Background: an optimization exercise with open tools, aiming at small area, a short achievable clock period and few clock cycles per item. Do not read the settings as production practice. Power is estimated from default activity; no workload was simulated.

==> flow/design.v <==
module tone_divisor_search (
    input  wire        clk,
    input  wire        rst,       
    input  wire        start,
    input  wire [31:0] hz,        
    output wire        ready,
    output reg         done,
    output wire [7:0]  div,       
    output wire [15:0] cmp,       
    output wire [33:0] err        
);
    localparam [25:0] N = 26'd42000000;
    localparam [1:0] P_DIV = 2'd0, P_RND = 2'd1, P_NEG = 2'd2, P_SHF = 2'd3;
    reg        busy;
    reg        uq;        
    reg        cq;        
    reg        tq;        
    reg        nq;        
    reg [1:0]  ph;
    reg        bigq;      
    reg [4:0]  cnt;       
    reg        nb;        
    reg [31:0] hzr;
    reg [26:0] R;         
    reg [15:0] X;         
    reg [1:0]  K;         
    assign ready = ~busy;
    assign div   = {K == 2'd3, 1'b0, K == 2'd2, 1'b0, K == 2'd1, 1'b0, K == 2'd0, 1'b0};
    assign cmp   = X;
    assign err   = {hzr[31:25], R[26:1], 1'b0};
    wire acc = start & ~busy;
    wire t10 = |hz[31:10];
    wire t12 = |hz[31:12];
    wire t13 = |hz[31:13];
    wire t14 = |hz[31:14];
    wire t15 = |hz[31:15];
    wire t18 = |hz[31:18];
    wire s8  = t18;
    wire s11 = t15 & ~t18;
    wire s12 = t14 & ~t15;
    wire s13 = t13 & ~t14;
    wire s14 = t12 & ~t13;
    wire s16 = t10 & ~t12;
    wire s22 = ~t10;
    wire [26:0] r_in = ({27{s8}}  & (N >> 8))  | ({27{s11}} & (N >> 11)) |
                       ({27{s12}} & (N >> 12)) | ({27{s13}} & (N >> 13)) |
                       ({27{s14}} & (N >> 14)) | ({27{s16}} & (N >> 16)) |
                       ({27{s22}} & (N >> 22));
    wire [4:0]  c_in = ({5{s8}}  & 5'd7)  | ({5{s11}} & 5'd10) | ({5{s12}} & 5'd11) |
                       ({5{s13}} & 5'd12) | ({5{s14}} & 5'd13) | ({5{s16}} & 5'd15) |
                       ({5{s22}} & 5'd21);    
    wire        n_in = |({s8, s11, s12, s13, s14, s16, s22} &
                         {N[7], N[10], N[11], N[12], N[13], N[15], N[21]});
    wire ge641 = (hzr >= 32'd641);
    wire ge161 = (hzr >= 32'd161);
    wire ge41  = (hzr >= 32'd41);
    wire [1:0] k   = {~ge161, (~ge641 & ge161) | ~ge41};
    wire       lo25 = (hzr[31:25] == 7'd0);
    wire        tiny   = (hzr[31:4] == 28'd0) && (hzr[3:0] <= 4'd10);
    wire [3:0]  t_hi   = 4'd10 - hzr[3:0];
    wire [9:0]  t_lo   = 10'd890 + {6'd0, hzr[3:0]};
    wire [26:0] r_tiny = {t_hi, 6'd0, t_lo, 7'd0};
    wire        dv    = busy & (ph == P_DIV);
    wire        rn    = busy & (ph == P_RND);
    wire        ng    = busy & (ph == P_NEG);
    wire        sh    = busy & (ph == P_SHF);
    wire        x0    = (X == 16'd0);
    wire [25:0] A     = uq ? {1'b0, R[24:0]} : {R[24:0], nb};
    wire [24:0] S;
    wire        c25;
    wire [24:0] nhz   = ~hzr[24:0];
    wire [24:0] ad_p = A[24:0] ^ nhz;
    wire [24:0] ad_g = A[24:0] & nhz;
    wire ad_G0 = ad_g[0] | (ad_p[0] & cq);
    wire ad_G1 = ad_g[2] | (ad_p[2] & ad_g[1]);
    wire ad_P1 = ad_p[2] & ad_p[1];
    wire ad_G2 = ad_g[4] | (ad_p[4] & ad_g[3]);
    wire ad_P2 = ad_p[4] & ad_p[3];
    wire ad_G3 = ad_g[6] | (ad_p[6] & ad_g[5]);
    wire ad_P3 = ad_p[6] & ad_p[5];
    wire ad_G4 = ad_g[8] | (ad_p[8] & ad_g[7]);
    wire ad_P4 = ad_p[8] & ad_p[7];
    wire ad_G5 = ad_g[10] | (ad_p[10] & ad_g[9]);
    wire ad_P5 = ad_p[10] & ad_p[9];
    wire ad_G6 = ad_g[12] | (ad_p[12] & ad_g[11]);
    wire ad_P6 = ad_p[12] & ad_p[11];
    wire ad_G7 = ad_g[14] | (ad_p[14] & ad_g[13]);
    wire ad_P7 = ad_p[14] & ad_p[13];
    wire ad_G8 = ad_g[16] | (ad_p[16] & ad_g[15]);
    wire ad_P8 = ad_p[16] & ad_p[15];
    wire ad_G9 = ad_g[18] | (ad_p[18] & ad_g[17]);
    wire ad_P9 = ad_p[18] & ad_p[17];
    wire ad_G10 = ad_g[20] | (ad_p[20] & ad_g[19]);
    wire ad_P10 = ad_p[20] & ad_p[19];
    wire ad_G11 = ad_g[22] | (ad_p[22] & ad_g[21]);
    wire ad_P11 = ad_p[22] & ad_p[21];
    wire ad_G12 = ad_g[24] | (ad_p[24] & ad_g[23]);
    wire ad_P12 = ad_p[24] & ad_p[23];
    wire ad_G13 = ad_g[1] | (ad_p[1] & ad_G0);
    wire ad_G14 = ad_G1 | (ad_P1 & ad_G0);
    wire ad_G15 = ad_g[5] | (ad_p[5] & ad_G2);
    wire ad_P15 = ad_p[5] & ad_P2;
    wire ad_G16 = ad_G3 | (ad_P3 & ad_G2);
    wire ad_P16 = ad_P3 & ad_P2;
    wire ad_G17 = ad_g[9] | (ad_p[9] & ad_G4);
    wire ad_P17 = ad_p[9] & ad_P4;
    wire ad_G18 = ad_G5 | (ad_P5 & ad_G4);
    wire ad_P18 = ad_P5 & ad_P4;
    wire ad_G19 = ad_g[13] | (ad_p[13] & ad_G6);
    wire ad_P19 = ad_p[13] & ad_P6;
    wire ad_G20 = ad_G7 | (ad_P7 & ad_G6);
    wire ad_P20 = ad_P7 & ad_P6;
    wire ad_G21 = ad_g[17] | (ad_p[17] & ad_G8);
    wire ad_P21 = ad_p[17] & ad_P8;
    wire ad_G22 = ad_G9 | (ad_P9 & ad_G8);
    wire ad_P22 = ad_P9 & ad_P8;
    wire ad_G23 = ad_g[21] | (ad_p[21] & ad_G10);
    wire ad_P23 = ad_p[21] & ad_P10;
    wire ad_G24 = ad_G11 | (ad_P11 & ad_G10);
    wire ad_P24 = ad_P11 & ad_P10;
    wire ad_G25 = ad_g[3] | (ad_p[3] & ad_G14);
    wire ad_G26 = ad_G2 | (ad_P2 & ad_G14);
    wire ad_G27 = ad_G15 | (ad_P15 & ad_G14);
    wire ad_G28 = ad_G16 | (ad_P16 & ad_G14);
    wire ad_G29 = ad_g[11] | (ad_p[11] & ad_G18);
    wire ad_P29 = ad_p[11] & ad_P18;
    wire ad_G30 = ad_G6 | (ad_P6 & ad_G18);
    wire ad_P30 = ad_P6 & ad_P18;
    wire ad_G31 = ad_G19 | (ad_P19 & ad_G18);
    wire ad_P31 = ad_P19 & ad_P18;
    wire ad_G32 = ad_G20 | (ad_P20 & ad_G18);
    wire ad_P32 = ad_P20 & ad_P18;
    wire ad_G33 = ad_g[19] | (ad_p[19] & ad_G22);
    wire ad_P33 = ad_p[19] & ad_P22;
    wire ad_G34 = ad_G10 | (ad_P10 & ad_G22);
    wire ad_P34 = ad_P10 & ad_P22;
    wire ad_G35 = ad_G23 | (ad_P23 & ad_G22);
    wire ad_P35 = ad_P23 & ad_P22;
    wire ad_G36 = ad_G24 | (ad_P24 & ad_G22);
    wire ad_P36 = ad_P24 & ad_P22;
    wire ad_G37 = ad_g[7] | (ad_p[7] & ad_G28);
    wire ad_G38 = ad_G4 | (ad_P4 & ad_G28);
    wire ad_G39 = ad_G17 | (ad_P17 & ad_G28);
    wire ad_G40 = ad_G18 | (ad_P18 & ad_G28);
    wire ad_G41 = ad_G29 | (ad_P29 & ad_G28);
    wire ad_G42 = ad_G30 | (ad_P30 & ad_G28);
    wire ad_G43 = ad_G31 | (ad_P31 & ad_G28);
    wire ad_G44 = ad_G32 | (ad_P32 & ad_G28);
    wire ad_G45 = ad_g[23] | (ad_p[23] & ad_G36);
    wire ad_P45 = ad_p[23] & ad_P36;
    wire ad_G46 = ad_G12 | (ad_P12 & ad_G36);
    wire ad_P46 = ad_P12 & ad_P36;
    wire ad_G47 = ad_g[15] | (ad_p[15] & ad_G44);
    wire ad_G48 = ad_G8 | (ad_P8 & ad_G44);
    wire ad_G49 = ad_G21 | (ad_P21 & ad_G44);
    wire ad_G50 = ad_G22 | (ad_P22 & ad_G44);
    wire ad_G51 = ad_G33 | (ad_P33 & ad_G44);
    wire ad_G52 = ad_G34 | (ad_P34 & ad_G44);
    wire ad_G53 = ad_G35 | (ad_P35 & ad_G44);
    wire ad_G54 = ad_G36 | (ad_P36 & ad_G44);
    wire ad_G55 = ad_G45 | (ad_P45 & ad_G44);
    wire ad_G56 = ad_G46 | (ad_P46 & ad_G44);
    assign S = ad_p ^ {ad_G55, ad_G54, ad_G53, ad_G52, ad_G51, ad_G50, ad_G49, ad_G48, ad_G47, ad_G44, ad_G43, ad_G42, ad_G41, ad_G40, ad_G39, ad_G38, ad_G37, ad_G28, ad_G27, ad_G26, ad_G25, ad_G14, ad_G13, ad_G0, cq};
    assign c25 = ad_G56;
    wire        cy    = (c25 | A[25]) & lo25 & ~tiny;   
    wire        take  = nq | (tq & cy);
    wire        tdv   = dv & tiny;
    wire [24:0] r_keep = tdv ? r_tiny[24:0] : A[24:0];
    wire [24:0] r_lo  = ({25{take}} & (S ^ {25{nq}})) | ({25{acc}} & r_in[24:0]) |
                        ({25{~take & ~acc}} & r_keep);
    wire [1:0]  r_hi  = (sh | (rn & ~cy)) ? R[25:24] :
                        tdv ? r_tiny[26:25] :
                        busy ? 2'd0 : acc ? r_in[26:25] : R[26:25];
    wire [15:0] x_inc = X + 16'd1;
    wire last = (cnt == {2'd0, k, 1'b0});
    wire k0   = (k == 2'd0);
    wire c1   = (cnt == 5'd1);
    wire        xdv    = dv & ~tiny;
    wire [15:0] x_base = acc ? 16'd0 : tdv ? 16'hFFFF : (ng & bigq) ? x_inc : X;
    wire [15:0] x_c0   = xdv ? {X[14:0], c1 & x0} : x_base;
    wire [15:0] x_c1   = xdv ? {X[14:0], 1'b1} : rn ? x_inc : x_base;
    function automatic [8:0] ctl(input c);
        reg       bs, fn, bn, dn, gn;
        reg [1:0] pn;
        begin
            bs = dv & c1 & x0 & ~c;                         
            pn = {busy & (ph[1] | ph[0] | bs),
                  busy & ((dv & last) | (rn & ~c) | ng | sh)};
            fn = tdv | (rn & ~c & k0) | (ng & k0 & ~bigq) | (sh & (cnt == 5'd0));
            bn = ~rst & (busy ? ~fn : acc);
            dn = ~rst & busy & fn;
            gn = busy & (bigq | bs);
            ctl = {bn, dn, gn, pn,
                   ~bn | (pn == P_NEG),                      
                   bn & ((pn == P_DIV) | ((pn == P_NEG) & ~gn)),    
                   bn & ((pn == P_DIV) | (pn == P_RND)),     
                   bn & (pn == P_NEG)};                      
        end
    endfunction
    wire [8:0] ctl0 = ctl(1'b0);
    wire [8:0] ctl1 = ctl(1'b1);
    wire [8:0] ctl_nx = cy ? ctl1 : ctl0;
    wire       busy_nx = ctl_nx[8];
    wire       bstop   = dv & c1 & x0 & ~cy;
    wire [1:0] ph_nx   = ctl_nx[5:4];
    always @(posedge clk) begin
        {busy, done, bigq, ph, uq, cq, tq, nq} <= ctl_nx;
    end
    always @(posedge clk) begin
        if (!busy) begin
            cnt  <= c_in;
            nb   <= n_in;
        end else begin
            if (dv)
                K <= k;
            nb <= dv & ~last & N[cnt - 5'd1];
            if (dv || sh)        
                cnt <= (cnt - 5'd1) | {4'd0, bstop};
        end
        R <= {r_hi, r_lo};
        if (acc)
            hzr <= hz;
        else if (ng && bigq && c25)      
            hzr[31:25] <= hzr[31:25] - 7'd1;
        X <= cy ? x_c1 : x_c0;
    end
endmodule
Settings: LEC_CHECK=0, CAP_MARGIN=20, CORE_MARGIN=2, CORE_UTILIZATION=40, CTS_BUF_LIST=sky130_fd_sc_hd__clkbuf_8, PLACE_DENSITY=0.6, SLEW_MARGIN=20, TNS_END_PERCENT=0; clock period 10.0 ns.
standard.sh (not shown) runs the stock make flow with config.mk's settings and CLKGATE_MAP_FILE= SYNTH_SCRIPT=/design/flow/synth_recipe.tcl, a recipe that flattens the netlist after the stock synthesis.
==> flow/flow/run.sh <==
#!/bin/bash
# Standard ORFS layout (the standard.sh), with a larger setup-slack
# target for timing repair and buf_2 cells as the port buffers.
set -euo pipefail
export SETUP_SLACK_MARGIN=6.6
export BUFFER_PORTS_ARGS="-buffer_cell sky130_fd_sc_hd__buf_2"
bash standard.sh > standard.log 2>&1
Then changed:
--- a/flow/design.v
+++ b/flow/design.v
@@ -34,13 +34,13 @@
     wire t13 = |hz[31:13];
     wire t14 = |hz[31:14];
     wire t15 = |hz[31:15];
     wire t18 = |hz[31:18];
     wire s8  = t18;
-    wire s11 = t15 & ~t18;
-    wire s12 = t14 & ~t15;
-    wire s13 = t13 & ~t14;
+    wire s11 = (t15 & ~t18) | (t14 & ~t15 & hz[13]);
+    wire s12 = (t14 & ~t15 & ~hz[13]) | (t13 & ~t14 & hz[12]);
+    wire s13 = t13 & ~t14 & ~hz[12];
     wire s14 = t12 & ~t13;
     wire s16 = t10 & ~t12;
     wire s22 = ~t10;
     wire [26:0] r_in = ({27{s8}}  & (N >> 8))  | ({27{s11}} & (N >> 11)) |
                        ({27{s12}} & (N >> 12)) | ({27{s13}} & (N >> 13)) |
@@ -170,17 +170,14 @@
                         ({25{~take & ~acc}} & r_keep);
     wire [1:0]  r_hi  = (sh | (rn & ~cy)) ? R[25:24] :
                         tdv ? r_tiny[26:25] :
                         busy ? 2'd0 : acc ? r_in[26:25] : R[26:25];
     wire [15:0] x_inc = X + 16'd1;
+    wire        x_up  = (rn & cy) | (ng & bigq);
     wire last = (cnt == {2'd0, k, 1'b0});
     wire k0   = (k == 2'd0);
     wire c1   = (cnt == 5'd1);
-    wire        xdv    = dv & ~tiny;
-    wire [15:0] x_base = acc ? 16'd0 : tdv ? 16'hFFFF : (ng & bigq) ? x_inc : X;
-    wire [15:0] x_c0   = xdv ? {X[14:0], c1 & x0} : x_base;
-    wire [15:0] x_c1   = xdv ? {X[14:0], 1'b1} : rn ? x_inc : x_base;
     function automatic [8:0] ctl(input c);
         reg       bs, fn, bn, dn, gn;
         reg [1:0] pn;
         begin
             bs = dv & c1 & x0 & ~c;                         
@@ -220,8 +217,15 @@
         R <= {r_hi, r_lo};
         if (acc)
             hzr <= hz;
         else if (ng && bigq && c25)      
             hzr[31:25] <= hzr[31:25] - 7'd1;
-        X <= cy ? x_c1 : x_c0;
+        if (acc)
+            X <= 16'd0;
+        else if (tdv)
+            X <= 16'hFFFF;
+        else if (dv)
+            X <= {X[14:0], cy | (cnt == 5'd1 && x0)};
+        else if (x_up)
+            X <= x_inc;
     end
 endmodule
Result: Maximum frequency went down by 4.6%. Routed wire length went down by about 2.2%. Core utilization went down by 0.64 points. Sequential share of layout area went up by 0.61 points. Via count went down by about 1.6%. Synthesized cell count went down by 1.9%. Power went up by about 4%. Critical path depth is unchanged. Setup slack is worse by 0.16 ns. Final area went down by about 2%. Die area went down by about 1.4%.
Function was not checked in any run of this note: the RTL went through the layout flow alone.

[static timing again, ports no longer ideal]
The flow's constraints put no driver on any port. The routed layouts listed below were extracted and timed again, unchanged, in two steps.
Step 1 assumes that a clkbuf_16 drives the clock port and a buf_2 every other input.
Step 2 moves the port delays by t, midway between the first and last clock arrival at a register: inputs arrive t later, outputs are due t later. That takes back most of the time a late clock gives input paths.
Slacks: no drivers / after step 1 / after step 2; pairs: no drivers / after step 1.
| run | t (ns) | setup WS [ns] | worst setup path at the end | cell pins on the clock port's net |
|---|---|---|---|---|
| the first run | 0.439 | 6.653 / 6.673 / 6.237 | input to register | 1 |
| the second run | 0.424 | 6.492 / 6.492 / 6.088 | input to register | 1 |
After both steps every run listed still meets setup and hold. For the first run, which loses most, drivers alone change the setup slack by +0.020 ns; drivers and shift together by -0.416 ns.
